What follows belongs to an exercise in optimizing a design on an open flow for small area, a short achievable clock period and few clock cycles; a production flow would make more cautious choices.
In this exercise RTL edits were held to simulation tests only and were not proved equivalent to the original.
Power is estimated from default activity; no workload was simulated.

===== flow/config.mk =====
export PLATFORM = sky130hd
export DESIGN_NAME = crc16_psa
export DESIGN_NICKNAME = crc16_psa
export VERILOG_FILES = /design/flow/design.v
export SDC_FILE = /design/flow/constraint.sdc
export NUM_CORES = 4
export LEC_CHECK = 0
export ABC_CLOCK_PERIOD_IN_PS = 2500
export CAP_MARGIN = 20
export CORE_MARGIN = 2
export CORE_UTILIZATION = 40
export SETUP_SLACK_MARGIN = 5
export SLEW_MARGIN = 20

===== flow/constraint.sdc =====
create_clock -name core_clock -period 10.0 [get_ports {clk}]
set_input_delay 2.0000 -clock core_clock [delete_from_list [all_inputs] [get_ports {clk}]]
set_output_delay 2.0000 -clock core_clock [all_outputs]
set_load 0.01 [all_outputs]

===== flow/design.v =====
module crc16_psa (
    input  wire        clk,
    input  wire        rst,
    input  wire        host_req,
    input  wire        host_we,
    input  wire [3:0]  host_idx,
    input  wire [15:0] host_wdata,
    output reg         host_ack,
    output reg  [15:0] host_rdata,
    output reg         bus_req,
    output reg  [1:0]  bus_cmd,
    output reg  [7:0]  bus_wdata,
    input  wire        bus_ack,
    input  wire        bus_err,
    input  wire [7:0]  bus_rdata
);
    localparam [7:0] DEV_W = 8'hA0, DEV_R = 8'hA1;
    localparam [1:0] B_START = 2'd0, B_WRITE = 2'd1, B_READ = 2'd2, B_STOP = 2'd3;
    localparam [2:0] Q_IDLE = 3'd0, Q_START_W = 3'd1, Q_ADDR_HI = 3'd2, Q_ADDR_LO = 3'd3,
                     Q_WDATA = 3'd4, Q_START_R = 3'd5, Q_RDATA = 3'd6, Q_STOP = 3'd7;
    function [15:0] crc_step(input [15:0] a, input [7:0] b);
        reg [7:0] x;
        begin
            x = a[15:8] ^ b;
            x = x ^ {4'b0000, x[7:4]};
            crc_step = {a[7:0], 8'h00} ^ {x[3:0], 12'h000} ^ {3'b000, x, 5'b00000} ^ {8'h00, x};
        end
    endfunction
    reg        rst_q;
    reg [15:0] acc, addr, len, ptr;
    reg [7:0]  buf_mem [0:63];
    reg        e_bus, e_ill, e_busy, e_range;
    reg        s_we;
    reg [3:0]  s_idx;
    reg [15:0] s_wd;
    reg        s_busy;
    reg        s_c1, s_c2, s_c3, s_c10, s_c11, s_c20, s_hz;
    reg [2:0]  q;
    reg        q_read;
    reg        busy;         
    reg        settling;
    reg [4:0]  settle_cnt;
    reg [6:0]  ra;           
    reg        w_en;
    reg [5:0]  w_addr;
    reg [7:0]  w_data;
    reg [15:0] pref;
    reg [6:0]  plen;
    reg        eng, eng_ph;
    reg        app2, app3;   
    reg        store_ok, len_le64, len_le62;
    wire [7:0] rd_byte = buf_mem[ra[5:0]];
    wire       ptr_ok  = (ptr[15:6] == 10'd0);
    wire       zero    = (acc == 16'h0000);
    wire       stop_rd = bus_req && (q == Q_STOP) && q_read;
    always @(posedge clk) begin
        rst_q  <= rst;
        s_we   <= host_we;
        s_idx  <= host_idx;
        s_wd   <= host_wdata;
        s_busy <= busy;
        s_hz   <= (host_wdata[15:8] == 8'h00);
        s_c1   <= (host_wdata == 16'h0001);
        s_c2   <= (host_wdata == 16'h0002);
        s_c3   <= (host_wdata == 16'h0003);
        s_c10  <= (host_wdata == 16'h0010);
        s_c11  <= (host_wdata == 16'h0011);
        s_c20  <= (host_wdata == 16'h0020);
        if (rst)
            host_ack <= 1'b0;
        else
            host_ack <= host_req && !host_ack && !rst_q && !eng && !app2 && !app3;
        if (host_idx[3])
            host_rdata <= 16'h0000;
        else case (host_idx[2:0])
            3'd0: host_rdata <= {8'h00, e_range, e_busy, e_ill, e_bus, 2'b00, zero,
                                 busy && !(stop_rd && bus_ack)};
            3'd2: host_rdata <= acc;
            3'd4: host_rdata <= addr;
            3'd5: host_rdata <= len;
            3'd6: host_rdata <= ptr;
            3'd7: host_rdata <= {8'h00, (busy || !ptr_ok) ? 8'h00 : rd_byte};
            default: host_rdata <= 16'h0000;
        endcase
    end
    wire i_cmd = (s_idx == 4'd1), i_crc = (s_idx == 4'd3), i_addr = (s_idx == 4'd4),
         i_len = (s_idx == 4'd5), i_ptr = (s_idx == 4'd6), i_data = (s_idx == 4'd7);
    reg illegal;
    always @(*) begin
        if (s_idx[3])
            illegal = 1'b1;
        else if (!s_we)
            illegal = i_cmd || i_crc;
        else case (s_idx[2:0])
            3'd0, 3'd2: illegal = 1'b1;
            3'd1:       illegal = !(s_c1 || s_c2 || s_c3 || s_c10 || s_c11 || s_c20);
            3'd3, 3'd7: illegal = !s_hz;
            default:    illegal = 1'b0;
        endcase
    end
    wire plain = !s_we && !s_idx[3] && (s_idx[2:0] == 3'd0 || s_idx[2:0] == 3'd2 ||
                                        s_idx[2:0] == 3'd4 || s_idx[2:0] == 3'd5 ||
                                        s_idx[2:0] == 3'd6);
    wire range_bad = i_data ? !ptr_ok :
                     (s_we && i_cmd) ? ((s_c2 && !len_le64) || (s_c3 && !len_le62) ||
                                        ((s_c10 || s_c11) && !store_ok)) : 1'b0;
    wire x      = host_ack && !rst_q;      
    wire x_ill  = x && illegal;
    wire x_bsy  = x && !illegal && s_busy && !plain;
    wire x_rng  = x && !illegal && !(s_busy && !plain) && range_bad;
    wire x_op   = x && !illegal && !(s_busy && !plain) && !range_bad;
    wire x_cmd  = x_op && s_we && i_cmd;
    wire x_dw   = x_op && s_we && i_data;
    wire x_dr   = x_op && !s_we && i_data;
    wire x_app  = x_cmd && s_c3;
    wire x_crcb = x_cmd && s_c2;
    wire x_st   = x_cmd && (s_c10 || s_c11);
    wire x_clr  = x_cmd && s_c20;
    wire done    = bus_req && bus_ack;
    wire bus_wr  = done && (q == Q_RDATA) && !bus_err;
    wire eng_fin = eng && !eng_ph && (plen == len[6:0]);
    wire eng_wr  = eng && !eng_ph && (plen != len[6:0]);
    always @(posedge clk) begin
        if (w_en)
            buf_mem[w_addr] <= w_data;
    end
    always @(posedge clk) begin
        w_en <= !rst_q && (x_dw || x_app || app2 || eng_wr || bus_wr);
        if (x_dw)
            w_addr <= ptr[5:0];
        else if (x_app)
            w_addr <= len[5:0];
        else if (app2)
            w_addr <= len[5:0] - 6'd1;
        else
            w_addr <= ra[5:0];
        if (busy)
            w_data <= bus_rdata;
        else if (x_dw)
            w_data <= s_wd[7:0];
        else if (x_app)
            w_data <= acc[15:8];
        else if (app2)
            w_data <= acc[7:0];
        else
            w_data <= rd_byte;
    end
    wire [15:0] acc_step = crc_step(acc, s_wd[7:0]);
    wire [6:0]  ptr_inc  = ptr[6:0] + 7'd1;
    always @(posedge clk) begin
        if (rst_q) begin
            acc <= 16'hFFFF; addr <= 16'h0000; len <= 16'h0000; ptr <= 16'h0000;
            e_ill <= 1'b0; e_busy <= 1'b0; e_range <= 1'b0;
            app2 <= 1'b0; app3 <= 1'b0;
        end else begin
            app2 <= x_app;
            app3 <= app2;
            if (x_ill)  e_ill   <= 1'b1;
            if (x_bsy)  e_busy  <= 1'b1;
            if (x_rng)  e_range <= 1'b1;
            if (x_clr) begin e_ill <= 1'b0; e_busy <= 1'b0; e_range <= 1'b0; end
            if (x_op && s_we && i_crc) acc <= acc_step;
            if (x_cmd && s_c1)         acc <= 16'hFFFF;
            if (x_crcb && len[6:0] == plen) acc <= pref;
            if (eng_fin)               acc <= pref;
            if (x_op && s_we && i_addr) addr <= s_wd;
            if (x_op && s_we && i_len)  len  <= s_wd;
            if (x_app)                  len  <= {9'd0, len[6:0] + 7'd2};
            if (x_op && s_we && i_ptr)  ptr  <= s_wd;
            if (x_dw || x_dr)           ptr  <= {9'd0, ptr_inc};
        end
    end
    always @(posedge clk) begin
        len_le64 <= (len[15:7] == 9'd0) && (!len[6] || len[5:0] == 6'd0);
        store_ok <= (len[15:7] == 9'd0) && (len[6:0] != 7'd0) && (!len[6] || len[5:0] == 6'd0) &&
                    ({1'b0, addr} + {10'd0, len[6:0]} <= 17'd32768);
        len_le62 <= (len[15:6] == 10'd0) && (len[5:1] != 5'b11111);
    end
    wire        w_ext   = (w_addr == plen[5:0]) && !plen[6];
    wire [15:0] w_step  = crc_step(w_ext ? pref : 16'hFFFF, w_data);
    always @(posedge clk) begin
        if (rst_q) begin
            pref <= 16'hFFFF; plen <= 7'd0;
            eng <= 1'b0; eng_ph <= 1'b0;
        end else begin
            if (w_en) begin
                if (w_ext || w_addr == 6'd0) begin
                    pref <= w_step;
                    plen <= w_ext ? plen + 7'd1 : 7'd1;
                end else if ({1'b0, w_addr} < plen) begin
                    pref <= 16'hFFFF;
                    plen <= 7'd0;
                end
            end
            if (x_crcb && len[6:0] != plen) begin
                eng <= 1'b1;
                eng_ph <= 1'b0;
                if (len[6:0] < plen) begin
                    pref <= 16'hFFFF;
                    plen <= 7'd0;
                end
            end
            if (eng_fin)
                eng <= 1'b0;
            if (eng_wr)
                eng_ph <= 1'b1;
            if (eng && eng_ph)
                eng_ph <= 1'b0;
        end
    end
    always @(posedge clk) begin
        if (rst || rst_q)
            bus_req <= 1'b0;
        else if (x_st)
            bus_req <= 1'b1;
        else if (done && q == Q_STOP)
            bus_req <= 1'b0;
    end
    always @(posedge clk) begin
        if (rst_q) begin
            q <= Q_IDLE; q_read <= 1'b0;
            busy <= 1'b1; settling <= 1'b1; settle_cnt <= 5'd30;
            bus_cmd <= B_STOP; bus_wdata <= 8'h00;
            e_bus <= 1'b0;
            ra <= 7'd0;
        end else begin
            if (x_clr) e_bus <= 1'b0;
            if (settling) begin
                if (settle_cnt == 5'd0) begin
                    settling <= 1'b0;
                    busy <= 1'b0;
                end else
                    settle_cnt <= settle_cnt - 5'd1;
            end
            if (x_op && s_we && i_ptr)
                ra <= {1'b0, s_wd[5:0]};
            if (x_dw || x_dr)
                ra <= {1'b0, ptr_inc[5:0]};
            if (x_crcb && len[6:0] != plen)
                ra <= (len[6:0] < plen) ? 7'd0 : plen;
            if (eng_wr)
                ra <= ra + 7'd1;
            if (eng_fin)
                ra <= {1'b0, ptr[5:0]};
            if (x_st) begin
                q <= Q_START_W; q_read <= s_c11; busy <= 1'b1;
                bus_cmd <= B_START; bus_wdata <= DEV_W;
                ra <= 7'd0;
            end
            if (done) begin
                if (q == Q_STOP) begin
                    q <= Q_IDLE;
                    ra <= {1'b0, ptr[5:0]};
                    if (q_read)
                        busy <= 1'b0;
                    else begin
                        settling <= 1'b1;
                        settle_cnt <= 5'd30;
                    end
                end else if (bus_err) begin
                    e_bus <= 1'b1;
                    q <= Q_STOP; bus_cmd <= B_STOP;
                end else begin
                    case (q)
                    Q_START_W: begin q <= Q_ADDR_HI; bus_cmd <= B_WRITE; bus_wdata <= addr[15:8]; end
                    Q_ADDR_HI: begin q <= Q_ADDR_LO; bus_cmd <= B_WRITE; bus_wdata <= addr[7:0]; end
                    Q_ADDR_LO: begin
                        if (q_read) begin
                            q <= Q_START_R; bus_cmd <= B_START; bus_wdata <= DEV_R;
                        end else begin
                            q <= Q_WDATA; bus_cmd <= B_WRITE; bus_wdata <= rd_byte;
                            ra <= ra + 7'd1;
                        end
                    end
                    Q_WDATA: begin
                        if (ra == len[6:0]) begin
                            q <= Q_STOP; bus_cmd <= B_STOP;
                        end else begin
                            bus_wdata <= rd_byte;
                            ra <= ra + 7'd1;
                        end
                    end
                    Q_START_R: begin q <= Q_RDATA; bus_cmd <= B_READ; end
                    default: begin  
                        ra <= ra + 7'd1;
                        if (ra + 7'd1 == len[6:0]) begin
                            q <= Q_STOP; bus_cmd <= B_STOP;
                        end
                    end
                    endcase
                end
            end
        end
    end
endmodule

===== flow/run.sh =====
#!/bin/bash
# synth_recipe.tcl (not shown) runs the flow's synth.tcl, then flattens the netlist and writes it again
# the make line also repeats each setting of config.mk as NAME=value (left out here)
make -C /OpenROAD-flow-scripts/flow DESIGN_CONFIG=/design/flow/config.mk WORK_HOME=/design/flow/orfs CLKGATE_MAP_FILE= SYNTH_SCRIPT=/design/flow/synth_recipe.tcl finish

==> flow_summary.ini, run 1 <==
[synthesis]
postSynthCellCount = 2211
synth-edff-count = 512
ys_warn_count = 1
synth_cell_type_count = 78
synth-seq-area-share = 0.633
summed_instance_area_of_the_synthesized_netlist_um2 = 30300
synth-async-reset-ratio = 0
syn_avg_cell_area_um2 = 13.7
synth_flop_cell = sky130_fd_sc_hd__edfxtp_1
flops_latches_synth = 701
net_count_of_the_mapped_netlist = 2277

[cts]
number_of_buffers_added_by_the_clock_tree_synthesis_step = 77
total_of_cells_resized_after_clock_tree_synthesis = 0
clk_pin_slew_worst_paths_ps = 60
cts_root_buffer = sky130_fd_sc_hd__clkbuf_16
cts_htree_levels = 3
max-clock-path-buffers = 3
worst_skew_pair.late_latency_ps = 640
tritoncts = built
ctsHoldBuffers = 0
clock_sink_count = 701
post-cts-setup-buffer-count = 0

[finish]
regArea_um2 = 19200
final_cell_mix = sky130_fd_sc_hd__edfxtp_1, sky130_fd_sc_hd__nor2_1, sky130_fd_sc_hd__dfxtp_1, sky130_fd_sc_hd__nand2_1, sky130_fd_sc_hd__mux4_2
num-fill-cells = 6518
final_util = 0.460
multiInputGateArea_um2 = 10400
layout-drive-gt1-share = 0.143
instances_no_fill = 3290
nets_final = 2325
mostFrequentLayoutCell = sky130_fd_sc_hd__edfxtp_1
final_area_um2 = 34400
syn_to_final_growth_pct = 13.6

[die]
dieHeight_um = 279
coreArea_um2 = 74700
ios = 62
num_rows = 100
floorplan.die_area_um2 = 77900
dieWidth_um = 279
initial_core_util = 0.405

[pwr]
p_int_mw = 4.80
vdd.ir_drop.worst_v = 0.000136
cellPowerDensity_nw_per_um2 = 178
clockPowerShare = 0.464
combinational_share_of_power = 0.022
power.sequential.fraction = 0.514
total_leakage_power_nw = 10.9
net_switching_power_mw = 1.30
sw_frac_of_total = 0.214

[global_routing]
grt_pass1_vias = 19843
grt_max_degree = 73
antenna_found_initial = 0
global_route.usage.total = 0.220
grt_pass1_wl_mm = 129
grt.overflow.total = 0

[place]
dp_cells = 3149
instance_area_after_placement_um2 = 31800
dpl_hpwl_mm = 55.7
preCtsSetupSlack_ps = 5380
gp_congestion = 0.914
portBuffers = 61

[critical_path]
setup.reg_to_reg.worst_slack_ps = 5680
worst_ep_required_time_ps = 10500
critical-path-top-delay-family = compound AO/OA/AOI/OAI gates
crit_path_category = reg2reg
worst_setup_path_start_kind = register
timing.critical_path.fanout_max = 41
crit_buf_inv = 1
crit_path_cell_trace = buf_4 > mux4_2 > a22o_1 > a221oi_1 > o22ai_1 > or3_1 > a221o_1
critical_path.endpoint_type = register
crit_path_max_incr_delay_ps = 780
data_arrival_time_of_the_worst_path_ps = 4820
cpMaxStageDelayCell = sky130_fd_sc_hd__dfxtp_4

[timing]
timing.max_slew.rel_slack = 0.245
worst_slew_pin_slew_ps = 1130
setup_repair_after_global_routing_missed_its_margin = false
post-route-min-period_ps = 4320
finalClockSkew_ps = 32.4
fmaxAchievable_ghz = 0.232
worst_slack_ps = 5680
final-max-slew-violation-count = 0
min_period_over_period = 0.432
timing.final.hold_violations = 0
final-setup-viol-count = 0
finalSetupTns_ps = 0

[run]
max_cap_viol_count = 0

[routing]
drt_pass1_iterations = 5
finalWirelength_mm = 85.3
viasPerCell = 5.95
route.detailed.drc = 0
via_count = 19565
antenna_violating_nets_post_route = 0
routedWlPerCell_um = 25.9
detail_route.iter0.violations = 2038

[status]
run_status = complete, no violations

[min_path]
hp-class = reg2reg
==> registers in the layout, indices dropped and copies added, names as in the netlist, 7 cells and up <==
register,cells
buf_mem,512
acc,16
addr,16
host_rdata,16
len,16
pref,16
ptr,16
s_wd,16
bus_wdata,8
w_data,8
plen,7
ra,7
==> cell usage after synthesis (32+ instances only) <==
| cell type | n | area, um2 |
|---|---|---|
| sky130_fd_sc_hd__edfxtp_1 | 512 | 15400 |
| sky130_fd_sc_hd__nor2_1 | 224 | 841 |
| sky130_fd_sc_hd__dfxtp_1 | 189 | 3780 |
| sky130_fd_sc_hd__nand2_1 | 146 | 548 |
| sky130_fd_sc_hd__mux4_2 | 133 | 3000 |
| sky130_fd_sc_hd__a21oi_1 | 119 | 596 |
| sky130_fd_sc_hd__clkbuf_1 | 89 | 334 |
| sky130_fd_sc_hd__o21ai_0 | 84 | 420 |
| sky130_fd_sc_hd__mux2i_1 | 48 | 480 |
| sky130_fd_sc_hd__nor3_1 | 46 | 230 |
| sky130_fd_sc_hd__xnor2_1 | 44 | 385 |
| sky130_fd_sc_hd__inv_1 | 41 | 154 |
| sky130_fd_sc_hd__a22oi_1 | 36 | 270 |
| sky130_fd_sc_hd__o22ai_1 | 34 | 213 |
| sky130_fd_sc_hd__xor2_1 | 32 | 280 |
==> worst reg2reg max path, delay by kind of cell (launching register included) <==
family / cells / cell delay, ps
compound gates: 4 / 1410
buf+inv: 1 / 800
flops: 1 / 780
mux: 1 / 620
simple gates: 1 / 600
==> through the flow <==
step	power, mW	hold WS, ps
finish	6.11	467
CTS	6.15	469
global route	6.28	485
floorplan	3.27	349
detailed placement	3.33	458
global placement	3.33	450
==> cell type report <==
cell class                      instances  area share
Clock inverter                         50      0.0157
Multi-Input combinational cell       1340       0.303
Tap cell                              969      0.0353
Inverter                               42     0.00458
Timing Repair Buffer                   97      0.0258
Sequential cell                       701       0.558
Clock buffer                           90      0.0583
Antenna cell                            1   0.0000728
==> path summary, 6_finish.rpt <==
check,startpoint,end,cells after the start
worst max-delay path,ra[0],bus_wdata[1],7
worst min-delay path,settle_cnt[4],settle_cnt[4],2
worst max register to register,ra[0],bus_wdata[1],7
worst min register to register,settle_cnt[4],settle_cnt[4],2
==> power groups by stage <==
stage	Clock (mW)	Sequential (mW)	Combinational [mW]
after floorplan	0	3.21	0.0583
after global placement	0	3.20	0.129
after detailed placement	0	3.20	0.133
after CTS	2.88	3.14	0.133
after global routing	2.99	3.14	0.144
final	2.83	3.14	0.132
==> cells by family (layout without fill, tap and decap cells) <==
kind of cell,count (synthesis),in the layout,share of synthesized area
flops,701,701,0.633
simple gates,602,602,0.0955
compound gates,445,445,0.0953
mux,185,185,0.116
buf+inv,170,279,0.0246
xor+xnor,76,76,0.0220
fa+ha+maj,32,32,0.0135
other cells,0,1,0
==> layer usage <==
layer	wire, um	GRT usage	share of wire
met1	35500	0.291	0.42
met2	40900	0.358	0.48
met3	4920	0.0315	0.058
met4	3880	0.103	0.045
met5	0	0	0
Testbench counts, summed over its fixed seeds: cycles 53,738.
==> run 2, diff against run 1 <==
==> flow/flow/run.sh (new file) <==
#!/bin/bash
set -euo pipefail
bash standard.sh SETUP_SLACK_MARGIN=7 finish > flow_make.log 2>&1
==> flow/standard.sh (new file) <==
#!/bin/bash
# synth_recipe.tcl (not shown) runs the flow's synth.tcl, then flattens the netlist and writes it again
# the make line also repeats each setting of config.mk as NAME=value (left out here)
make -C /OpenROAD-flow-scripts/flow DESIGN_CONFIG=/design/flow/config.mk WORK_HOME=/design/flow/orfs CLKGATE_MAP_FILE= SYNTH_SCRIPT=/design/flow/synth_recipe.tcl "${@:-finish}"
--- a/flow/config.mk
+++ b/flow/config.mk
@@ -5,9 +5,7 @@
 export SDC_FILE = /design/flow/constraint.sdc
 export NUM_CORES = 4
 export LEC_CHECK = 0
-export ABC_CLOCK_PERIOD_IN_PS = 2500
 export CAP_MARGIN = 20
 export CORE_MARGIN = 2
 export CORE_UTILIZATION = 40
-export SETUP_SLACK_MARGIN = 5
 export SLEW_MARGIN = 20
removed: flow/run.sh
==> run 2 against run 1 <==
  * Still clean on timing, DRC and antenna
  * Sequential power is essentially flat
  * Clock power is essentially flat
  * Sequential cell count unchanged
  * Largest cell class unchanged
==> flow_summary.ini, run 2 <==
[critical_path]
data_arrival_time_of_the_worst_path_ps = 1120
timing.critical_path.fanout_max = 1
critical-path-top-delay-family = flip-flops
crit_path_category = reg2out
worst_setup_path_start_kind = register
critical_path.endpoint_type = output pin
crit_path_max_incr_delay_ps = 360
crit_buf_inv = 1
ff2ff_path_depth = 9
setup.reg_to_reg.worst_slack_ps = 7020
worst_ep_required_time_ps = 8000
cpMaxStageDelayCell = sky130_fd_sc_hd__dfxtp_4
crit-reg2reg-launch = ra[0]
r2r-end = bus_wdata[4]
crit_path_cell_trace = buf_6

[pwr]
total_leakage_power_nw = 11.6
totalPowerFinal_mw = 6.14
vdd.ir_drop.worst_v = 0.000124
cellPowerDensity_nw_per_um2 = 172

[global_routing]
global_route.usage.total = 0.227
grt_max_degree = 68
antenna_found_initial = 1
grt_pass1_wl_mm = 132
grt.overflow.total = 0
grt_pass1_vias = 20019

[die]
dieHeight_um = 279
num_rows = 100
dieWidth_um = 279
initial_core_util = 0.405
ios = 62
floorplan.die_area_um2 = 77900
coreArea_um2 = 74700

[timing]
final-setup-viol-count = 0
finalClockSkew_ps = 30.9
fmaxAchievable_ghz = 0.321
final-max-slew-violation-count = 0
finalSetupTns_ps = 0
timing.max_slew.rel_slack = 0.317
timing.final.hold_violations = 0
worst_slew_pin_slew_ps = 1010
setup_repair_after_global_routing_missed_its_margin = true
worst_slack_ps = 6880
min_period_over_period = 0.312
post-route-min-period_ps = 3120

[synthesis]
flops_latches_synth = 701
synth-async-reset-ratio = 0
postSynthCellCount = 2211
syn_avg_cell_area_um2 = 13.7
post_synth_most_frequent_cells = sky130_fd_sc_hd__edfxtp_1, sky130_fd_sc_hd__nor2_1, sky130_fd_sc_hd__dfxtp_1, sky130_fd_sc_hd__nand2_1, sky130_fd_sc_hd__mux4_2
synthTopCellsByArea = sky130_fd_sc_hd__edfxtp_1, sky130_fd_sc_hd__dfxtp_1, sky130_fd_sc_hd__mux4_2
yosysTopAreaCellShare = 0.508
synth-seq-area-share = 0.633
most_common_cell_in_the_netlist = sky130_fd_sc_hd__edfxtp_1
ys_warn_count = 1
synth_flop_cell = sky130_fd_sc_hd__edfxtp_1
synth-edff-count = 512
synth_cell_type_count = 78
summed_instance_area_of_the_synthesized_netlist_um2 = 30300
net_count_of_the_mapped_netlist = 2277
post-synth-top-area-cell = sky130_fd_sc_hd__edfxtp_1

[finish]
total_inserted_antenna_cells = 0
syn_to_final_growth_pct = 18.2
nets_final = 2398
layout-drive-gt1-share = 0.229
final_area_um2 = 35800
mostFrequentLayoutCell = sky130_fd_sc_hd__edfxtp_1
final_cell_mix = sky130_fd_sc_hd__edfxtp_1, sky130_fd_sc_hd__nor2_1, sky130_fd_sc_hd__dfxtp_1, sky130_fd_sc_hd__nand2_1, sky130_fd_sc_hd__mux4_2
most_flops_register = buf_mem
largest_register_ffs = 512

[place]
gp_congestion = 0.906
dpl_hpwl_mm = 56.6
preCtsSetupSlack_ps = 5370
instance_area_after_placement_um2 = 31900
portBuffers = 61

[min_path]
hp-class = reg2reg
min_from = settle_cnt[4]
min_delay_worst_endpoint = settle_cnt[4]
whs_path_depth = 2

[routing]
viasPerCell = 5.98
drt_pass1_iterations = 7
via_count = 20121
finalWirelength_mm = 89.1
routedWlPerCell_um = 26.5
route.detailed.drc = 0
detail_route.iter0.violations = 1957
antenna_violating_nets_post_route = 0

[status]
run_status = complete, no violations

[run]
max_cap_viol_count = 0

[cts]
max-clock-path-buffers = 3
cts_htree_levels = 3
number_of_buffers_added_by_the_clock_tree_synthesis_step = 75
worst_skew_pair.late_latency_ps = 630
clock_sink_count = 701
cts_root_buffer = sky130_fd_sc_hd__clkbuf_16
clk_pin_slew_worst_paths_ps = 60
tritoncts = built
==> run 2: cell types whose count changed in the layout (fill, tap and decap cells not counted), moves of 25 or more <==
cell / change
sky130_fd_sc_hd__nor2_2: +28
sky130_fd_sc_hd__buf_4: +54
sky130_fd_sc_hd__dfxtp_1: -35
sky130_fd_sc_hd__clkdlybuf4s50_1: -33
sky130_fd_sc_hd__dfxtp_2: +25
sky130_fd_sc_hd__nor2_1: -32
sky130_fd_sc_hd__buf_6: +29
==> run 2: layout make-up <==
class | count | area [um2]
tap | 969 | 1210
multi-input combinational | 1340 | 10800
clock buffer | 106 | 2090
clock inverter | 32 | 447
timing repair buffer | 172 | 1780
sequential | 701 | 19200
fill | 6383 | 38900
inverter | 42 | 161
==> run 2: cell families after synthesis <==
| logic type | synth area share |
|---|---|
| xor+xnor | 0.0220 |
| simple gates | 0.0955 |
| compound gates | 0.0953 |
| flops | 0.633 |
| mux | 0.116 |
| fa+ha+maj | 0.0135 |
| buf+inv | 0.0246 |
==> run 2: how the worst max path moves through the flow <==
stage,slack [ps],cells past startpoint,endpoint,start
after global routing,6870,1,host_rdata[2],host_rdata[2]
final,6880,1,host_rdata[3],host_rdata[3]
after global placement,5450,6,host_rdata[0],host_idx[2]
after CTS,6860,1,host_rdata[3],host_rdata[3]
after detailed placement,5370,6,host_rdata[0],host_idx[2]
after floorplan,6640,8,ra[2],bus_err
==> run 2: repair_timing <==
action	CTS	global route
pin swaps	17	9
buffers inserted	43	22
gates resized for setup	281	54
endpoints found under the setup margin	217	326
hold buffers	0	0
gates cloned	5	2
==> run 2: stage by stage <==
stage | hold slack (ps) | utilization | instances
5_1_grt | 489 | 0.479 | 3362
3_5_place_dp | 450 | 0.427 | 3152
4_1_cts | 460 | 0.474 | 3338
3_3_place_gp | 452 | 0.427 | 3152
6_report | 462 | 0.479 | 3362
2_1_floorplan | 349 | - | 2211
==> run 2: layer usage <==
layer  GRT usage  up-vias  share of wire
li1            -     8841              -
met1       0.287    10178           0.39
met2       0.379      889           0.49
met3      0.0399      213          0.069
met4       0.108        0          0.048
met5           0        -              0
==> run 2: where the power goes <==
| group | leakage (nW) | internal [mW] | switching [mW] | total (mW) |
|---|---|---|---|---|
| sequential | 6.16 | 3.12 | 0.0163 | 3.14 |
| combinational | 4.22 | 0.0493 | 0.0972 | 0.147 |
| clock | 1.22 | 1.68 | 1.17 | 2.85 |
| total | 11.6 | 4.85 | 1.28 | 6.14 |
==> run 3, diff against run 2 <==
==> flow/run.sh (new file) <==
#!/bin/bash
# synth_recipe.tcl (not shown) runs the flow's synth.tcl, then flattens the netlist and writes it again
# the make line also repeats each setting of config.mk as NAME=value (left out here)
make -C /OpenROAD-flow-scripts/flow DESIGN_CONFIG=/design/flow/config.mk WORK_HOME=/design/flow/orfs CLKGATE_MAP_FILE= SYNTH_SCRIPT=/design/flow/synth_recipe.tcl finish
--- a/flow/config.mk
+++ b/flow/config.mk
@@ -5,7 +5,8 @@
 export SDC_FILE = /design/flow/constraint.sdc
 export NUM_CORES = 4
 export LEC_CHECK = 0
-export CAP_MARGIN = 20
+export CAP_MARGIN = 60
 export CORE_MARGIN = 2
 export CORE_UTILIZATION = 40
-export SLEW_MARGIN = 20
+export SETUP_SLACK_MARGIN = 5
+export SLEW_MARGIN = 60
removed: flow/flow/run.sh
removed: flow/standard.sh
==> run 3 against run 2 <==
  * Critical path depth up 7
  * Critical path type is now reg2reg
  * Combinational power is 6% lower
  * Critical endpoint is now bus_wdata[1]
  * Largest power group unchanged
  * Wire length shrank 3.7%
  * First-iteration DRC count increased by 1.9%
  * Power decreased by 0.26%
  * Fmax shrank 17%
  * Via count shrank 1.7%
  * Still clean
==> flow_summary.ini, run 3 <==
[pwr]
net_switching_power_mw = 1.30
cellPowerDensity_nw_per_um2 = 174
p_int_mw = 4.82
power.sequential.fraction = 0.513
totalPowerFinal_mw = 6.12
sw_frac_of_total = 0.213
total_leakage_power_nw = 11.1
vdd.ir_drop.worst_v = 0.000129
clockPowerShare = 0.464
combinational_share_of_power = 0.023

[timing]
post-route-min-period_ps = 3770
worst_slew_pin_slew_ps = 581
setup_repair_after_global_routing_missed_its_margin = false
timing.final.hold_violations = 0
finalClockSkew_ps = 71.8
fin_hold_ws_ps = 470
min_period_over_period = 0.377
finalSetupTns_ps = 0
fmaxAchievable_ghz = 0.265
timing.max_slew.rel_slack = 0.610
worst_slack_ps = 6230
final-max-slew-violation-count = 0
final-setup-viol-count = 0

[critical_path]
setup.reg_to_reg.worst_slack_ps = 6230
worst_setup_path_start_kind = register
worstSetupStartpoint = ra[0]
ff2ff_path_depth = 8
cpMaxStageDelayCell = sky130_fd_sc_hd__or3_1
critical_path_depth = 8
worst_ep_required_time_ps = 10470
crit_path_max_incr_delay_ps = 620
timing.critical_path.fanout_max = 25
data_arrival_time_of_the_worst_path_ps = 4240
cp-endpoint = bus_wdata[1]
crit_path_category = reg2reg
crit_buf_inv = 2
r2r-end = bus_wdata[1]
critical-path-top-delay-family = compound AO/OA/AOI/OAI gates
crit-reg2reg-launch = ra[0]
critical_path.endpoint_type = register
crit_path_cell_trace = buf_8 > buf_12 > mux4_2 > a22o_1 > a221oi_1 > o22ai_1 > or3_1 > a221o_1

[synthesis]
synth-async-reset-ratio = 0
post_synth_most_frequent_cells = sky130_fd_sc_hd__edfxtp_1, sky130_fd_sc_hd__nor2_1, sky130_fd_sc_hd__dfxtp_1, sky130_fd_sc_hd__nand2_1, sky130_fd_sc_hd__mux4_2
synthTopCellsByArea = sky130_fd_sc_hd__edfxtp_1, sky130_fd_sc_hd__dfxtp_1, sky130_fd_sc_hd__mux4_2
syn_avg_cell_area_um2 = 13.7
net_count_of_the_mapped_netlist = 2277
synth-edff-count = 512
postSynthCellCount = 2211
synth_cell_type_count = 78
synth-seq-area-share = 0.633
flops_latches_synth = 701
most_common_cell_in_the_netlist = sky130_fd_sc_hd__edfxtp_1
ys_warn_count = 1
post-synth-top-area-cell = sky130_fd_sc_hd__edfxtp_1
synth_flop_cell = sky130_fd_sc_hd__edfxtp_1
yosysTopAreaCellShare = 0.508
summed_instance_area_of_the_synthesized_netlist_um2 = 30300

[finish]
mostFrequentLayoutCell = sky130_fd_sc_hd__edfxtp_1
regArea_um2 = 19200
final_area_um2 = 35100
syn_to_final_growth_pct = 16.0
layout-drive-gt1-share = 0.186
final_cell_mix = sky130_fd_sc_hd__edfxtp_1, sky130_fd_sc_hd__dfxtp_1, sky130_fd_sc_hd__nor2_1, sky130_fd_sc_hd__nand2_1, sky130_fd_sc_hd__mux4_2
largest_register_ffs = 512
most_flops_register = buf_mem
total_inserted_antenna_cells = 0
num-fill-cells = 6360
nets_final = 2342
multiInputGateArea_um2 = 10800

[die]
num_rows = 100
dieWidth_um = 279
initial_core_util = 0.405
coreArea_um2 = 74700
floorplan.die_area_um2 = 77900
dieHeight_um = 279
ios = 62

[min_path]
hp-class = reg2reg
min_from = e_ill

[global_routing]
antenna_found_initial = 0
grt_pass1_vias = 19947
grt_pass1_wl_mm = 129
grt_max_degree = 73
global_route.usage.total = 0.220
grt.overflow.total = 0

[routing]
antenna_violating_nets_post_route = 0
detail_route.iter0.violations = 1994
drt_pass1_iterations = 7
finalWirelength_mm = 85.8
viasPerCell = 5.98
route.detailed.drc = 0
via_count = 19776
routedWlPerCell_um = 26.0

[cts]
cts_htree_levels = 3
tritoncts = built
max-clock-path-buffers = 3
worst_skew_pair.late_latency_ps = 660
cts_root_buffer = sky130_fd_sc_hd__clkbuf_16
ctsHoldBuffers = 0
clk_pin_slew_worst_paths_ps = 60
clock_sink_count = 701
post-cts-setup-buffer-count = 0
number_of_buffers_added_by_the_clock_tree_synthesis_step = 76
total_of_cells_resized_after_clock_tree_synthesis = 0

[place]
dpl_hpwl_mm = 56.2
gp_congestion = 0.914
instance_area_after_placement_um2 = 32300
portBuffers = 61
preCtsSetupSlack_ps = 5600

[run]
max_cap_viol_count = 0

[status]
run_status = complete, no violations
==> run 3: changes by cell type in the layout (fill, tap and decap cells not counted), moves of 18 or more <==
cell,before,now
sky130_fd_sc_hd__nor2_1,190,158
sky130_fd_sc_hd__clkdlybuf4s50_1,28,60
sky130_fd_sc_hd__dfxtp_2,35,17
sky130_fd_sc_hd__dfxtp_1,142,170
sky130_fd_sc_hd__buf_4,89,26
sky130_fd_sc_hd__nor2_4,4,26
sky130_fd_sc_hd__buf_6,29,11
==> run 3: area by class of cell <==
cell class	count	area share
clock inverters	32	0.0133
flip-flops and latches	701	0.547
clock buffers	106	0.0597
well taps	969	0.0345
inverters	42	0.00449
multi-input cells	1340	0.309
repair buffers	115	0.0325
==> run 3: worst reg2reg max path, stage by stage (launching register included) <==
cell	delay, ps
sky130_fd_sc_hd__dfxtp_4	590
sky130_fd_sc_hd__buf_8	360
sky130_fd_sc_hd__buf_12	280
sky130_fd_sc_hd__mux4_2	540
sky130_fd_sc_hd__a22o_1	260
sky130_fd_sc_hd__a221oi_1	390
sky130_fd_sc_hd__o22ai_1	250
sky130_fd_sc_hd__or3_1	620
sky130_fd_sc_hd__a221o_1	380
==> run 3: power by group through the flow <==
stage / sequential [mW] / clock (mW) / combinational [mW]
after floorplan: 3.21 / 0 / 0.0583
after global placement: 3.20 / 0 / 0.129
after detailed placement: 3.20 / 0 / 0.135
after CTS: 3.14 / 2.88 / 0.135
after global routing: 3.14 / 3.00 / 0.150
final: 3.14 / 2.84 / 0.138
==> run 3: cell families (layout without fill, tap and decap cells) <==
kind of cell | count (synthesis) | in the layout | synth area share
AOI/OAI and AO/OA | 445 | 445 | 0.0953
xor gates and xnor gates | 76 | 76 | 0.0220
adders and majority gates | 32 | 32 | 0.0135
buffers and inverters | 170 | 295 | 0.0246
DFF | 701 | 701 | 0.633
muxes | 185 | 185 | 0.116
and+or+nand+nor | 602 | 602 | 0.0955
==> run 3: how the worst min path moves through the flow <==
| stage | end | slack (ps) | cells after the start |
|---|---|---|---|
| floorplan | s_busy | 350 | 0 |
| global placement | e_bus | 450 | 2 |
| detailed placement | e_busy | 460 | 1 |
| CTS | e_ill | 470 | 1 |
| global route | e_busy | 500 | 1 |
| finish | e_ill | 470 | 1 |
==> run 3: layer usage <==
layer	wire length (um)	up-vias	track usage
met3	5380	190	0.0294
met2	41400	810	0.366
li1	-	8707	-
met1	35900	10069	0.295
met4	3080	0	0.0815
met5	0	-	0
==> run 3: stage by stage <==
stage,cells,util
after global routing,3305,0.470
after floorplan,2211,-
after detailed placement,3160,0.433
after global placement,3148,0.426
after CTS,3298,0.467
final,3305,0.470
==> run 4, diff against run 3 <==
--- a/flow/design.v
+++ b/flow/design.v
@@ -46,13 +46,22 @@
     reg [7:0]  w_data;
     reg [15:0] pref;
     reg [6:0]  plen;
-    reg        eng, eng_ph;
+    reg [7:0]  nxt;
+    reg        eng;
+    reg [1:0]  eng_ph;       
     reg        app2, app3;   
     reg        store_ok, len_le64, len_le62;
     wire [7:0] rd_byte = buf_mem[ra[5:0]];
     wire       ptr_ok  = (ptr[15:6] == 10'd0);
     wire       zero    = (acc == 16'h0000);
     wire       stop_rd = bus_req && (q == Q_STOP) && q_read;
+    wire       ready   = !rst_q && !eng && !app2 && !app3;
+    wire       ack_set = host_req && !host_ack && ready;
+    wire       store_ok_now = (len[15:7] == 9'd0) && (len[6:0] != 7'd0) &&
+                              (!len[6] || len[5:0] == 6'd0) &&
+                              ({1'b0, addr} + {10'd0, len[6:0]} <= 17'd32768);
+    wire       st_go   = ack_set && host_we && (host_idx == 4'd1) &&
+                         (host_wdata[15:1] == 15'h0008) && !busy && store_ok_now;
     always @(posedge clk) begin
         rst_q  <= rst;
         s_we   <= host_we;
@@ -69,7 +78,7 @@
         if (rst)
             host_ack <= 1'b0;
         else
-            host_ack <= host_req && !host_ack && !rst_q && !eng && !app2 && !app3;
+            host_ack <= ack_set;
         if (host_idx[3])
             host_rdata <= 16'h0000;
         else case (host_idx[2:0])
@@ -118,8 +127,8 @@
     wire x_clr  = x_cmd && s_c20;
     wire done    = bus_req && bus_ack;
     wire bus_wr  = done && (q == Q_RDATA) && !bus_err;
-    wire eng_fin = eng && !eng_ph && (plen == len[6:0]);
-    wire eng_wr  = eng && !eng_ph && (plen != len[6:0]);
+    wire eng_fin = eng && (eng_ph == 2'd0) && (plen == len[6:0]);
+    wire eng_wr  = eng && (eng_ph == 2'd1);
     always @(posedge clk) begin
         if (w_en)
             buf_mem[w_addr] <= w_data;
@@ -143,7 +152,7 @@
         else if (app2)
             w_data <= acc[7:0];
         else
-            w_data <= rd_byte;
+            w_data <= nxt;
     end
     wire [15:0] acc_step = crc_step(acc, s_wd[7:0]);
     wire [6:0]  ptr_inc  = ptr[6:0] + 7'd1;
@@ -172,8 +181,7 @@
     end
     always @(posedge clk) begin
         len_le64 <= (len[15:7] == 9'd0) && (!len[6] || len[5:0] == 6'd0);
-        store_ok <= (len[15:7] == 9'd0) && (len[6:0] != 7'd0) && (!len[6] || len[5:0] == 6'd0) &&
-                    ({1'b0, addr} + {10'd0, len[6:0]} <= 17'd32768);
+        store_ok <= store_ok_now;
         len_le62 <= (len[15:6] == 10'd0) && (len[5:1] != 5'b11111);
     end
     wire        w_ext   = (w_addr == plen[5:0]) && !plen[6];
@@ -181,7 +189,7 @@
     always @(posedge clk) begin
         if (rst_q) begin
             pref <= 16'hFFFF; plen <= 7'd0;
-            eng <= 1'b0; eng_ph <= 1'b0;
+            eng <= 1'b0; eng_ph <= 2'd0;
         end else begin
             if (w_en) begin
                 if (w_ext || w_addr == 6'd0) begin
@@ -194,7 +202,7 @@
             end
             if (x_crcb && len[6:0] != plen) begin
                 eng <= 1'b1;
-                eng_ph <= 1'b0;
+                eng_ph <= 2'd0;
                 if (len[6:0] < plen) begin
                     pref <= 16'hFFFF;
                     plen <= 7'd0;
@@ -202,16 +210,14 @@
             end
             if (eng_fin)
                 eng <= 1'b0;
-            if (eng_wr)
-                eng_ph <= 1'b1;
-            if (eng && eng_ph)
-                eng_ph <= 1'b0;
+            else if (eng)
+                eng_ph <= (eng_ph == 2'd2) ? 2'd0 : eng_ph + 2'd1;
         end
     end
     always @(posedge clk) begin
         if (rst || rst_q)
             bus_req <= 1'b0;
-        else if (x_st)
+        else if (st_go)
             bus_req <= 1'b1;
         else if (done && q == Q_STOP)
             bus_req <= 1'b0;
@@ -220,7 +226,7 @@
         if (rst_q) begin
             q <= Q_IDLE; q_read <= 1'b0;
             busy <= 1'b1; settling <= 1'b1; settle_cnt <= 5'd30;
-            bus_cmd <= B_STOP; bus_wdata <= 8'h00;
+            bus_cmd <= B_START; bus_wdata <= DEV_W;
             e_bus <= 1'b0;
             ra <= 7'd0;
         end else begin
@@ -244,12 +250,19 @@
                 ra <= {1'b0, ptr[5:0]};
             if (x_st) begin
                 q <= Q_START_W; q_read <= s_c11; busy <= 1'b1;
-                bus_cmd <= B_START; bus_wdata <= DEV_W;
                 ra <= 7'd0;
             end
+            case (q)
+                Q_IDLE:    nxt <= eng ? rd_byte : addr[15:8];
+                Q_START_W: nxt <= addr[15:8];
+                Q_ADDR_HI: nxt <= addr[7:0];
+                Q_ADDR_LO: nxt <= q_read ? DEV_R : rd_byte;
+                default:   nxt <= rd_byte;
+            endcase
             if (done) begin
                 if (q == Q_STOP) begin
                     q <= Q_IDLE;
+                    bus_cmd <= B_START; bus_wdata <= DEV_W;
                     ra <= {1'b0, ptr[5:0]};
                     if (q_read)
                         busy <= 1'b0;
@@ -262,13 +275,14 @@
                     q <= Q_STOP; bus_cmd <= B_STOP;
                 end else begin
                     case (q)
-                    Q_START_W: begin q <= Q_ADDR_HI; bus_cmd <= B_WRITE; bus_wdata <= addr[15:8]; end
-                    Q_ADDR_HI: begin q <= Q_ADDR_LO; bus_cmd <= B_WRITE; bus_wdata <= addr[7:0]; end
+                    Q_START_W: begin q <= Q_ADDR_HI; bus_cmd <= B_WRITE; bus_wdata <= nxt; end
+                    Q_ADDR_HI: begin q <= Q_ADDR_LO; bus_cmd <= B_WRITE; bus_wdata <= nxt; end
                     Q_ADDR_LO: begin
+                        bus_wdata <= nxt;
                         if (q_read) begin
-                            q <= Q_START_R; bus_cmd <= B_START; bus_wdata <= DEV_R;
+                            q <= Q_START_R; bus_cmd <= B_START;
                         end else begin
-                            q <= Q_WDATA; bus_cmd <= B_WRITE; bus_wdata <= rd_byte;
+                            q <= Q_WDATA; bus_cmd <= B_WRITE;
                             ra <= ra + 7'd1;
                         end
                     end
@@ -276,7 +290,7 @@
                         if (ra == len[6:0]) begin
                             q <= Q_STOP; bus_cmd <= B_STOP;
                         end else begin
-                            bus_wdata <= rd_byte;
+                            bus_wdata <= nxt;
                             ra <= ra + 7'd1;
                         end
                     end
==> flow/flow/run.sh (new file) <==
#!/bin/bash
set -euo pipefail
bash standard.sh SETUP_SLACK_MARGIN=7 finish > flow_make.log 2>&1
==> flow/standard.sh (new file) <==
#!/bin/bash
# synth_recipe.tcl (not shown) runs the flow's synth.tcl, then flattens the netlist and writes it again
# the make line also repeats each setting of config.mk as NAME=value (left out here)
make -C /OpenROAD-flow-scripts/flow DESIGN_CONFIG=/design/flow/config.mk WORK_HOME=/design/flow/orfs CLKGATE_MAP_FILE= SYNTH_SCRIPT=/design/flow/synth_recipe.tcl "${@:-finish}"
==> flow/config.mk (replaced) <==
export PLATFORM = sky130hd
export DESIGN_NAME = crc16_psa
export DESIGN_NICKNAME = crc16_psa
export VERILOG_FILES = /design/flow/design.v
export SDC_FILE = /design/flow/constraint.sdc
export NUM_CORES = 4
export LEC_CHECK = 0
export CAP_MARGIN = 20
export CORE_MARGIN = 2
export CORE_UTILIZATION = 40
export SLEW_MARGIN = 20
removed: flow/run.sh
==> run 4 against run 3 <==
  * Critical path type is now reg2out
  * Global-route usage is 0.28 points higher
  * Still clean
  * Combinational power about the same
  * Largest cell class unchanged
  * Sequential power up 1%
==> flow_summary.ini, run 4 <==
[status]
run_status = complete, no violations

[timing]
setup_repair_after_global_routing_missed_its_margin = true
worst_slack_ps = 6870
finalClockSkew_ps = 46.1
final-max-slew-violation-count = 0
worst_slew_pin_slew_ps = 966
fmaxAchievable_ghz = 0.320
timing.max_slew.rel_slack = 0.350
final-setup-viol-count = 0
post-route-min-period_ps = 3130
timing.final.hold_violations = 0
finalSetupTns_ps = 0
min_period_over_period = 0.313

[global_routing]
antenna_found_initial = 1
grt_pass1_vias = 20829
grt_pass1_wl_mm = 133
grt_max_degree = 68
grt.overflow.total = 0
global_route.usage.total = 0.223

[critical_path]
critical-path-top-delay-family = flip-flops
cpMaxStageDelayCell = sky130_fd_sc_hd__dfxtp_4
crit_buf_inv = 1
worst_ep_required_time_ps = 8000
setup.reg_to_reg.worst_slack_ps = 7010
crit_path_cell_trace = buf_6
critical_path.endpoint_type = output pin
crit_path_category = reg2out
critical_path_depth = 1
worst_setup_path_start_kind = register
ff2ff_path_depth = 8
crit_path_max_incr_delay_ps = 360
timing.critical_path.fanout_max = 1
data_arrival_time_of_the_worst_path_ps = 1130

[finish]
num-fill-cells = 6900
mostFrequentLayoutCell = sky130_fd_sc_hd__edfxtp_1
final_cell_mix = sky130_fd_sc_hd__edfxtp_1, sky130_fd_sc_hd__nor2_1, sky130_fd_sc_hd__nand2_1, sky130_fd_sc_hd__a21oi_1, sky130_fd_sc_hd__mux2i_1
most_flops_register = buf_mem
final_area_um2 = 36100
nets_final = 2599
syn_to_final_growth_pct = 16.3
largest_register_ffs = 512
total_inserted_antenna_cells = 0
layout-drive-gt1-share = 0.159

[cts]
number_of_buffers_added_by_the_clock_tree_synthesis_step = 74
cts_root_buffer = sky130_fd_sc_hd__clkbuf_16
cts_htree_levels = 3
clk_pin_slew_worst_paths_ps = 60
clock_sink_count = 710
tritoncts = built
max-clock-path-buffers = 3
worst_skew_pair.late_latency_ps = 650
ctsHoldBuffers = 0

[synthesis]
post-synth-top-area-cell = sky130_fd_sc_hd__edfxtp_1
most_common_cell_in_the_netlist = sky130_fd_sc_hd__edfxtp_1
flops_latches_synth = 710
synth_cell_type_count = 79
postSynthCellCount = 2465
synth_flop_cell = sky130_fd_sc_hd__edfxtp_1
ys_warn_count = 1
syn_avg_cell_area_um2 = 12.6
post_synth_most_frequent_cells = sky130_fd_sc_hd__edfxtp_1, sky130_fd_sc_hd__nor2_1, sky130_fd_sc_hd__nand2_1, sky130_fd_sc_hd__dfxtp_1, sky130_fd_sc_hd__a21oi_1
net_count_of_the_mapped_netlist = 2532
synth-async-reset-ratio = 0
synth-edff-count = 520
synthTopCellsByArea = sky130_fd_sc_hd__edfxtp_1, sky130_fd_sc_hd__dfxtp_1, sky130_fd_sc_hd__mux2i_1
synth-seq-area-share = 0.626
summed_instance_area_of_the_synthesized_netlist_um2 = 31000
yosysTopAreaCellShare = 0.503

[routing]
detail_route.iter0.violations = 2278
drt_pass1_iterations = 6
via_count = 21337
finalWirelength_mm = 90.3
routedWlPerCell_um = 24.9
antenna_violating_nets_post_route = 0
route.detailed.drc = 0
viasPerCell = 5.88

[place]
dpl_hpwl_mm = 57.2
instance_area_after_placement_um2 = 32800
portBuffers = 61
gp_congestion = 0.922
preCtsSetupSlack_ps = 5390

[die]
coreArea_um2 = 77100
dieWidth_um = 283
dieHeight_um = 283
initial_core_util = 0.403
num_rows = 102
ios = 62
floorplan.die_area_um2 = 79800

[min_path]
whs_path_depth = 2
hp-class = reg2reg

[pwr]
p_int_mw = 4.78
combinational_share_of_power = 0.022
clockPowerShare = 0.454
sw_frac_of_total = 0.213
vdd.ir_drop.worst_v = 0.000194
power.sequential.fraction = 0.524
total_leakage_power_nw = 11.5
totalPowerFinal_mw = 6.08
net_switching_power_mw = 1.29
cellPowerDensity_nw_per_um2 = 168

[run]
max_cap_viol_count = 0
==> run 4: cell types whose count changed after synthesis, moves of 15 or more <==
cell	change
sky130_fd_sc_hd__nand2_1	+48
sky130_fd_sc_hd__buf_1	+15
sky130_fd_sc_hd__a22oi_1	-22
sky130_fd_sc_hd__nand3_1	+15
sky130_fd_sc_hd__mux2i_1	+108
sky130_fd_sc_hd__a221oi_1	-16
sky130_fd_sc_hd__mux4_2	-66
sky130_fd_sc_hd__nor3_1	+16
sky130_fd_sc_hd__o221ai_1	+50
sky130_fd_sc_hd__o2bb2ai_1	+17
sky130_fd_sc_hd__a21oi_1	+50
sky130_fd_sc_hd__clkbuf_1	+28
sky130_fd_sc_hd__o22ai_1	+16
==> run 4: cells by family after synthesis <==
logic type | synth area share
AO/OA/AOI/OAI | 0.112
XOR/XNOR | 0.0206
adder cells (fa/ha/maj) | 0.0135
buffers and inverters | 0.0240
flip-flops | 0.626
multiplexers | 0.0993
AND/OR/NAND/NOR | 0.105
==> run 4: power groups by stage <==
| stage | clock network, mW | registers (mW) | logic [mW] |
|---|---|---|---|
| 3_3_place_gp | 0 | 3.25 | 0.127 |
| 2_1_floorplan | 0 | 3.25 | 0.0603 |
| 6_report | 2.76 | 3.18 | 0.136 |
| 3_5_place_dp | 0 | 3.25 | 0.131 |
| 4_1_cts | 2.81 | 3.18 | 0.135 |
| 5_1_grt | 2.91 | 3.18 | 0.147 |
==> run 4: area by class of cell <==
cell class,count,area (um2),share of cell area
flip-flops and latches,710,19500,0.540
well taps,1040,1300,0.0360
multi-input cells,1568,11300,0.312
inverters,45,178,0.00492
clock inverters,37,427,0.0118
clock buffers,96,2010,0.0557
repair buffers,133,1420,0.0393
==> run 4: final timing paths <==
path                      start             to
hold / removal          len[10]        len[10]
setup reg to reg          ra[2]         nxt[5]
hold reg to reg         len[10]        len[10]
setup / recovery  host_rdata[1]  host_rdata[1]
==> run 4: metrics by stage <==
stage                     hold slack (ps)  instances   util
after global routing                  503       3629  0.468
after CTS                             473       3599  0.463
final                                 472       3629  0.468
after detailed placement              465       3450  0.425
after global placement                458       3450  0.425
after floorplan                       329       2465      -
==> run 4: per-layer routing <==
layer / up-vias / share of wire / global-route usage
met4: 0 / 0.051 / 0.104
met5: - / 0 / 0
li1: 9588 / - / -
met2: 918 / 0.47 / 0.364
met3: 228 / 0.069 / 0.0323
met1: 10603 / 0.41 / 0.294
==> run 4: what timing repair did <==
action | CTS | global route
pin swaps | 8 | 12
gates resized for setup | 229 | 37
gates cloned | 5 | 3
setup endpoints to repair | 138 | 117
buffers inserted | 11 | 27
Testbench counts of run 4, summed over its fixed seeds: cycles 53,392.
==> run 5, diff against run 4 <==
==> flow/flow/run.sh (replaced) <==
#!/bin/bash
set -euo pipefail
bash standard.sh SETUP_SLACK_MARGIN=8 finish > flow_make.log 2>&1
--- a/flow/config.mk
+++ b/flow/config.mk
@@ -5,7 +5,7 @@
 export SDC_FILE = /design/flow/constraint.sdc
 export NUM_CORES = 4
 export LEC_CHECK = 0
-export CAP_MARGIN = 20
+export CAP_MARGIN = 40
 export CORE_MARGIN = 2
 export CORE_UTILIZATION = 40
-export SLEW_MARGIN = 20
+export SLEW_MARGIN = 40
==> run 5 against run 4 <==
  * Register-to-register slack gained 280 ps
  * Critical path depth is the same
  * Sequential share of layout area shrank 7.9 points
  * Hold slack lost 2.7 ps
  * Power grew 2.5%
  * Still clean on timing, DRC and antenna
  * Sequential power is essentially flat
==> flow_summary.ini, run 5 <==
[timing]
setup_repair_after_global_routing_missed_its_margin = true
final-setup-viol-count = 0
post-route-min-period_ps = 3140
worst_slack_ps = 6860
fin_hold_ws_ps = 469
finalSetupTns_ps = 0
finalClockSkew_ps = 65.7
final-max-slew-violation-count = 0
timing.final.hold_violations = 0
timing.max_slew.rel_slack = 0.383
min_period_over_period = 0.314
worst_slew_pin_slew_ps = 925
fmaxAchievable_ghz = 0.318

[cts]
tritoncts = built
worst_skew_pair.late_latency_ps = 670
cts_htree_levels = 3
max-clock-path-buffers = 3
cts_root_buffer = sky130_fd_sc_hd__clkbuf_16
clk_pin_slew_worst_paths_ps = 70
number_of_buffers_added_by_the_clock_tree_synthesis_step = 76
clock_sink_count = 710

[critical_path]
crit_buf_inv = 1
crit_path_cell_trace = buf_6
critical-path-top-delay-family = flip-flops
cpMaxStageDelayCell = sky130_fd_sc_hd__dfxtp_2
critical_path.endpoint_type = output pin
timing.critical_path.fanout_max = 1
crit_path_category = reg2out
worst_ep_required_time_ps = 8000
crit_path_max_incr_delay_ps = 360
worst_setup_path_start_kind = register
data_arrival_time_of_the_worst_path_ps = 1140

[routing]
route.detailed.drc = 0
routedWlPerCell_um = 26.6
finalWirelength_mm = 103
detail_route.iter0.violations = 2356
viasPerCell = 6.03
via_count = 23283
drt_pass1_iterations = 6
antenna_violating_nets_post_route = 0

[die]
floorplan.die_area_um2 = 79800
num_rows = 102
initial_core_util = 0.403
dieHeight_um = 283
dieWidth_um = 283
ios = 62
coreArea_um2 = 77100

[pwr]
p_int_mw = 4.85
net_switching_power_mw = 1.38
vdd.ir_drop.worst_v = 0.000155
power.sequential.fraction = 0.510
cellPowerDensity_nw_per_um2 = 146
combinational_share_of_power = 0.030
sw_frac_of_total = 0.221
clockPowerShare = 0.460
total_leakage_power_nw = 13.6

[place]
gp_congestion = 0.940
portBuffers = 61
preCtsSetupSlack_ps = 5400
dpl_hpwl_mm = 57.3

[finish]
layout-drive-gt1-share = 0.415
total_inserted_antenna_cells = 0
num-fill-cells = 6124
mostFrequentLayoutCell = sky130_fd_sc_hd__edfxtp_1
syn_to_final_growth_pct = 37.0
largest_register_ffs = 512
most_flops_register = buf_mem
nets_final = 2828
final_cell_mix = sky130_fd_sc_hd__edfxtp_1, sky130_fd_sc_hd__buf_4, sky130_fd_sc_hd__mux2i_1, sky130_fd_sc_hd__nand2_1, sky130_fd_sc_hd__dfxtp_1

[synthesis]
flops_latches_synth = 710
ys_warn_count = 1
post-synth-top-area-cell = sky130_fd_sc_hd__edfxtp_1
synth_cell_type_count = 79
synthTopCellsByArea = sky130_fd_sc_hd__edfxtp_1, sky130_fd_sc_hd__dfxtp_1, sky130_fd_sc_hd__mux2i_1
synth-seq-area-share = 0.626
post_synth_most_frequent_cells = sky130_fd_sc_hd__edfxtp_1, sky130_fd_sc_hd__nor2_1, sky130_fd_sc_hd__nand2_1, sky130_fd_sc_hd__dfxtp_1, sky130_fd_sc_hd__a21oi_1
synth-edff-count = 520
synth_flop_cell = sky130_fd_sc_hd__edfxtp_1
syn_avg_cell_area_um2 = 12.6
synth-async-reset-ratio = 0
net_count_of_the_mapped_netlist = 2532
summed_instance_area_of_the_synthesized_netlist_um2 = 31000
most_common_cell_in_the_netlist = sky130_fd_sc_hd__edfxtp_1
yosysTopAreaCellShare = 0.503
postSynthCellCount = 2465

[global_routing]
grt_pass1_vias = 22518
antenna_found_initial = 0
grt.overflow.total = 0
grt_pass1_wl_mm = 148
global_route.usage.total = 0.251
grt_max_degree = 73

[run]
max_cap_viol_count = 0

[min_path]
hp-class = reg2reg

[status]
run_status = complete, no violations
[run 5: cell counts after synthesis]
No cell type changed its count.
[run 5: final timing paths]
check | cells past startpoint | end | slack [ps] | startpoint
max | 1 | host_rdata[0] | 6860 | host_rdata[0]
min | 2 | bus_wdata[3] | 470 | bus_wdata[3]
max reg2reg | 8 | len[6] | 7290 | s_busy
min reg2reg | 2 | bus_wdata[3] | 470 | bus_wdata[3]
[run 5: area by class of cell]
class / instances / area [um2] / share of cell area
Timing Repair Buffer: 358 / 4450 / 0.105
Clock buffer: 94 / 2010 / 0.0473
Multi-Input combinational cell: 1570 / 14400 / 0.339
Sequential cell: 710 / 19600 / 0.461
Inverter: 45 / 201 / 0.00474
Clock inverter: 45 / 554 / 0.0130
Tap cell: 1040 / 1300 / 0.0306
[run 5: what timing repair did]
item | CTS | global route
setup endpoints to repair | 678 | 451
resized for setup | 766 | 258
pin swaps | 144 | 148
gates cloned | 31 | 2
hold buffers | 0 | 0
setup buffers | 173 | 69
[run 5: kinds of logic (layout without fill, tap and decap cells)]
family,after synthesis,count (layout),share of synthesized area
mux,224,224,0.0993
buf+inv,192,542,0.0240
flops,710,710,0.626
compound gates,534,534,0.112
xor+xnor,73,73,0.0206
fa+ha+maj,33,33,0.0135
simple gates,699,706,0.105
[run 5: through the flow]
step | util | power, mW | area (um2) | cells
after floorplan | - | 3.32 | 32300 | 2465
after global routing | 0.552 | 6.39 | 42500 | 3862
final | 0.552 | 6.23 | 42500 | 3862
after detailed placement | 0.434 | 3.38 | 33500 | 3447
after CTS | 0.529 | 6.24 | 40800 | 3790
after global placement | 0.433 | 3.38 | 33400 | 3445
[run 5: layer usage]
layer | global-route usage | part of all wire
met5 | 0 | 0
met4 | 0.112 | 0.054
met3 | 0.0432 | 0.072
met1 | 0.322 | 0.39
met2 | 0.416 | 0.48
[run 5: worst register-to-register path, cell delays in order (launching register included)]
cell                       delay (ps)
sky130_fd_sc_hd__dfxtp_1          370
sky130_fd_sc_hd__or4b_4           530
sky130_fd_sc_hd__a2111o_1         360
sky130_fd_sc_hd__a2111o_1         470
sky130_fd_sc_hd__buf_12           180
sky130_fd_sc_hd__or4_4            440
sky130_fd_sc_hd__nor2_4           100
sky130_fd_sc_hd__a21oi_2           40
sky130_fd_sc_hd__a21oi_2          140
[run 5: power by group through the flow]
stage | sequential, mW | combinational [mW] | clock (mW)
after detailed placement | 3.25 | 0.138 | 0
after global placement | 3.25 | 0.134 | 0
after floorplan | 3.25 | 0.0664 | 0
after global routing | 3.17 | 0.199 | 3.02
after CTS | 3.18 | 0.173 | 2.89
final | 3.18 | 0.188 | 2.86
==> run 6, diff against run 5 <==
--- a/flow/design.v
+++ b/flow/design.v
@@ -55,11 +55,12 @@
     wire       ptr_ok  = (ptr[15:6] == 10'd0);
     wire       zero    = (acc == 16'h0000);
     wire       stop_rd = bus_req && (q == Q_STOP) && q_read;
-    wire       ready   = !rst_q && !eng && !app2 && !app3;
-    wire       ack_set = host_req && !host_ack && ready;
+    wire       ack_set = host_req && !host_ack && !rst_q && !eng &&
+                         !((app2 || app3) && (host_idx == 4'd7 || host_idx == 4'd1));
+    wire [6:0] end_lo = {1'b0, addr[5:0]} + len[6:0];
     wire       store_ok_now = (len[15:7] == 9'd0) && (len[6:0] != 7'd0) &&
-                              (!len[6] || len[5:0] == 6'd0) &&
-                              ({1'b0, addr} + {10'd0, len[6:0]} <= 17'd32768);
+                              (!len[6] || len[5:0] == 6'd0) && !addr[15] &&
+                              (addr[14:6] != 9'h1FF || !end_lo[6] || end_lo[5:0] == 6'd0);
     wire       st_go   = ack_set && host_we && (host_idx == 4'd1) &&
                          (host_wdata[15:1] == 15'h0008) && !busy && store_ok_now;
     always @(posedge clk) begin
@@ -182,7 +183,7 @@
     always @(posedge clk) begin
         len_le64 <= (len[15:7] == 9'd0) && (!len[6] || len[5:0] == 6'd0);
         store_ok <= store_ok_now;
-        len_le62 <= (len[15:6] == 10'd0) && (len[5:1] != 5'b11111);
+        len_le62 <= (len[15:6] == 10'd0) && (len[5:0] != 6'b111111);
     end
     wire        w_ext   = (w_addr == plen[5:0]) && !plen[6];
     wire [15:0] w_step  = crc_step(w_ext ? pref : 16'hFFFF, w_data);
@@ -195,7 +196,7 @@
                 if (w_ext || w_addr == 6'd0) begin
                     pref <= w_step;
                     plen <= w_ext ? plen + 7'd1 : 7'd1;
-                end else if ({1'b0, w_addr} < plen) begin
+                end else begin
                     pref <= 16'hFFFF;
                     plen <= 7'd0;
                 end
@@ -203,10 +204,8 @@
             if (x_crcb && len[6:0] != plen) begin
                 eng <= 1'b1;
                 eng_ph <= 2'd0;
-                if (len[6:0] < plen) begin
-                    pref <= 16'hFFFF;
-                    plen <= 7'd0;
-                end
+                pref <= 16'hFFFF;
+                plen <= 7'd0;
             end
             if (eng_fin)
                 eng <= 1'b0;
@@ -243,7 +242,7 @@
             if (x_dw || x_dr)
                 ra <= {1'b0, ptr_inc[5:0]};
             if (x_crcb && len[6:0] != plen)
-                ra <= (len[6:0] < plen) ? 7'd0 : plen;
+                ra <= 7'd0;
             if (eng_wr)
                 ra <= ra + 7'd1;
             if (eng_fin)
==> flow/flow/run.sh (replaced) <==
#!/bin/bash
set -euo pipefail
bash standard.sh SETUP_SLACK_MARGIN=7 finish > flow_make.log 2>&1
--- a/flow/config.mk
+++ b/flow/config.mk
@@ -5,7 +5,7 @@
 export SDC_FILE = /design/flow/constraint.sdc
 export NUM_CORES = 4
 export LEC_CHECK = 0
-export CAP_MARGIN = 40
+export CAP_MARGIN = 20
 export CORE_MARGIN = 2
 export CORE_UTILIZATION = 40
-export SLEW_MARGIN = 40
+export SLEW_MARGIN = 20
==> run 6 against run 5 <==
  * First-iteration DRC count shrank 3.7%
  * Combinational power shrank 22%
  * Sequential cell count is the same
  * Count of clock-buffer cells in the layout grew 4
  * Synthesized cell count shrank 11%
  * Largest cell class unchanged
==> flow_summary.ini, run 6 <==
[routing]
routedWlPerCell_um = 26.4
met3WireLength_mm = 5.18
drt_pass1_iterations = 7
via_count = 19572
antenna_violating_nets_post_route = 0
met2RoutedLength_mm = 42.2
top_layer_used = met5
route.detailed.drc = 0

[critical_path]
crit_buf_inv = 1
critical-path-top-delay-family = flip-flops
worst_ep_required_time_ps = 8000
worst_setup_path_start_kind = register
data_arrival_time_of_the_worst_path_ps = 1120
crit_path_category = reg2out
cpMaxStageDelayCell = sky130_fd_sc_hd__dfxtp_4
timing.critical_path.fanout_max = 1

[finish]
num-fill-cells = 6549
final_cell_mix = sky130_fd_sc_hd__edfxtp_1, sky130_fd_sc_hd__nor2_1, sky130_fd_sc_hd__dfxtp_1, sky130_fd_sc_hd__mux4_2, sky130_fd_sc_hd__nand2_1
mostFrequentLayoutCell = sky130_fd_sc_hd__edfxtp_1
regArea_um2 = 19500
multiInputGateArea_um2 = 10800
largest_register_ffs = 512
nets_final = 2317

[global_routing]
global_route.usage.total = 0.222
grt_pass1_wl_mm = 129
grt.overflow.total = 0
grt_max_degree = 69
grt_pass1_vias = 19493

[die]
floorplan.die_area_um2 = 78800
dieWidth_um = 281
dieHeight_um = 281
num_rows = 101
initial_core_util = 0.404

[synthesis]
net_count_of_the_mapped_netlist = 2244
postSynthCellCount = 2191
synth-edff-count = 520
summed_instance_area_of_the_synthesized_netlist_um2 = 30600
synth_flop_cell = sky130_fd_sc_hd__edfxtp_1
flops_latches_synth = 710
post_synth_most_frequent_cells = sky130_fd_sc_hd__edfxtp_1, sky130_fd_sc_hd__nor2_1, sky130_fd_sc_hd__dfxtp_1, sky130_fd_sc_hd__mux4_2, sky130_fd_sc_hd__nand2_1
synth_cell_type_count = 89
post-synth-top-area-cell = sky130_fd_sc_hd__edfxtp_1
syn_avg_cell_area_um2 = 14.0
yosysTopAreaCellShare = 0.510
most_common_cell_in_the_netlist = sky130_fd_sc_hd__edfxtp_1
ys_warn_count = 1
synth-async-reset-ratio = 0
synthTopCellsByArea = sky130_fd_sc_hd__edfxtp_1, sky130_fd_sc_hd__dfxtp_1, sky130_fd_sc_hd__mux4_2

[pwr]
vdd.ir_drop.worst_v = 0.000145
totalPowerFinal_mw = 6.17

[status]
run_status = complete, no violations

[timing]
timing.max_slew.rel_slack = 0.311
min_period_over_period = 0.312
fin_hold_ws_ps = 445
post-route-min-period_ps = 3120
worst_slack_ps = 6880
finalClockSkew_ps = 21.6
worst_slew_pin_slew_ps = 1030
finalSetupTns_ps = 0
fmaxAchievable_ghz = 0.321

[place]
instance_area_after_placement_um2 = 32200
preCtsSetupSlack_ps = 5380
portBuffers = 61
dpl_hpwl_mm = 54.7

[cts]
ctsHoldBuffers = 0
clk_pin_slew_worst_paths_ps = 70
max-clock-path-buffers = 3
worst_skew_pair.late_latency_ps = 630
number_of_buffers_added_by_the_clock_tree_synthesis_step = 77
cts_htree_levels = 3

[min_path]
hp-class = reg2reg
## run 6: where the power goes
| part | leakage (nW) | internal (mW) | switching [mW] |
|---|---|---|---|
| clock network | 1.24 | 1.66 | 1.18 |
| registers | 6.24 | 3.16 | 0.0177 |
| logic | 4.19 | 0.0501 | 0.0965 |
## run 6: cells by family after synthesis
logic type               after synthesis  synth area share
flip-flops                           710             0.634
AND/OR/NAND/NOR                      576            0.0899
AO/OA/AOI/OAI                        396            0.0836
multiplexers                         229             0.135
buffers and inverters                169            0.0228
XOR/XNOR                              92            0.0263
adder cells (fa/ha/maj)               19           0.00801
## run 6: layout make-up
type,count,area share
flip-flops and latches,710,0.548
multi-input cells,1313,0.305
clock buffers,98,0.0587
repair buffers,126,0.0390
well taps,978,0.0344
clock inverters,42,0.0116
inverters,36,0.00387
## run 6: routing by layer
| layer | vias to the layer above | track usage |
|---|---|---|
| met5 | - | 0 |
| met4 | 4 | 0.0979 |
| met1 | 9960 | 0.291 |
| met3 | 204 | 0.0359 |
| met2 | 783 | 0.365 |
| li1 | 8621 | - |
## run 6: metrics by stage
step           utilization  cells
2_1_floorplan            -   2191
3_3_place_gp         0.425   3133
3_5_place_dp         0.425   3133
4_1_cts              0.466   3290
5_1_grt              0.469   3303
6_report             0.469   3303
## run 6: path summary, 6_finish.rpt
check / start / endpoint / slack (ps) / depth (start not counted)
setup / recovery: host_rdata[4] / host_rdata[4] / 6880 / 1
hold / removal: rst_q / q_read / 450 / 1
setup reg to reg: ra[0] / nxt[7] / 7050 / 7
hold reg to reg: rst_q / q_read / 450 / 1
## run 6: what timing repair did
action | in CTS | in global routing
setup endpoints to repair | 318 | 284
buffers inserted | 10 | 12
gates cloned | 7 | 1
gates resized for setup | 253 | 46
pin swaps | 10 | 8
Testbench counts of run 6, summed over its fixed seeds: cycles 53,130.

Setup slack of run 6, layout unchanged: 6.884 ns with ideal ports, 6.822 ns with driving cells assumed (clock clkbuf_16, inputs buf_2), 6.377 ns with port delays also shifted by the 0.683 ns mid clock arrival.
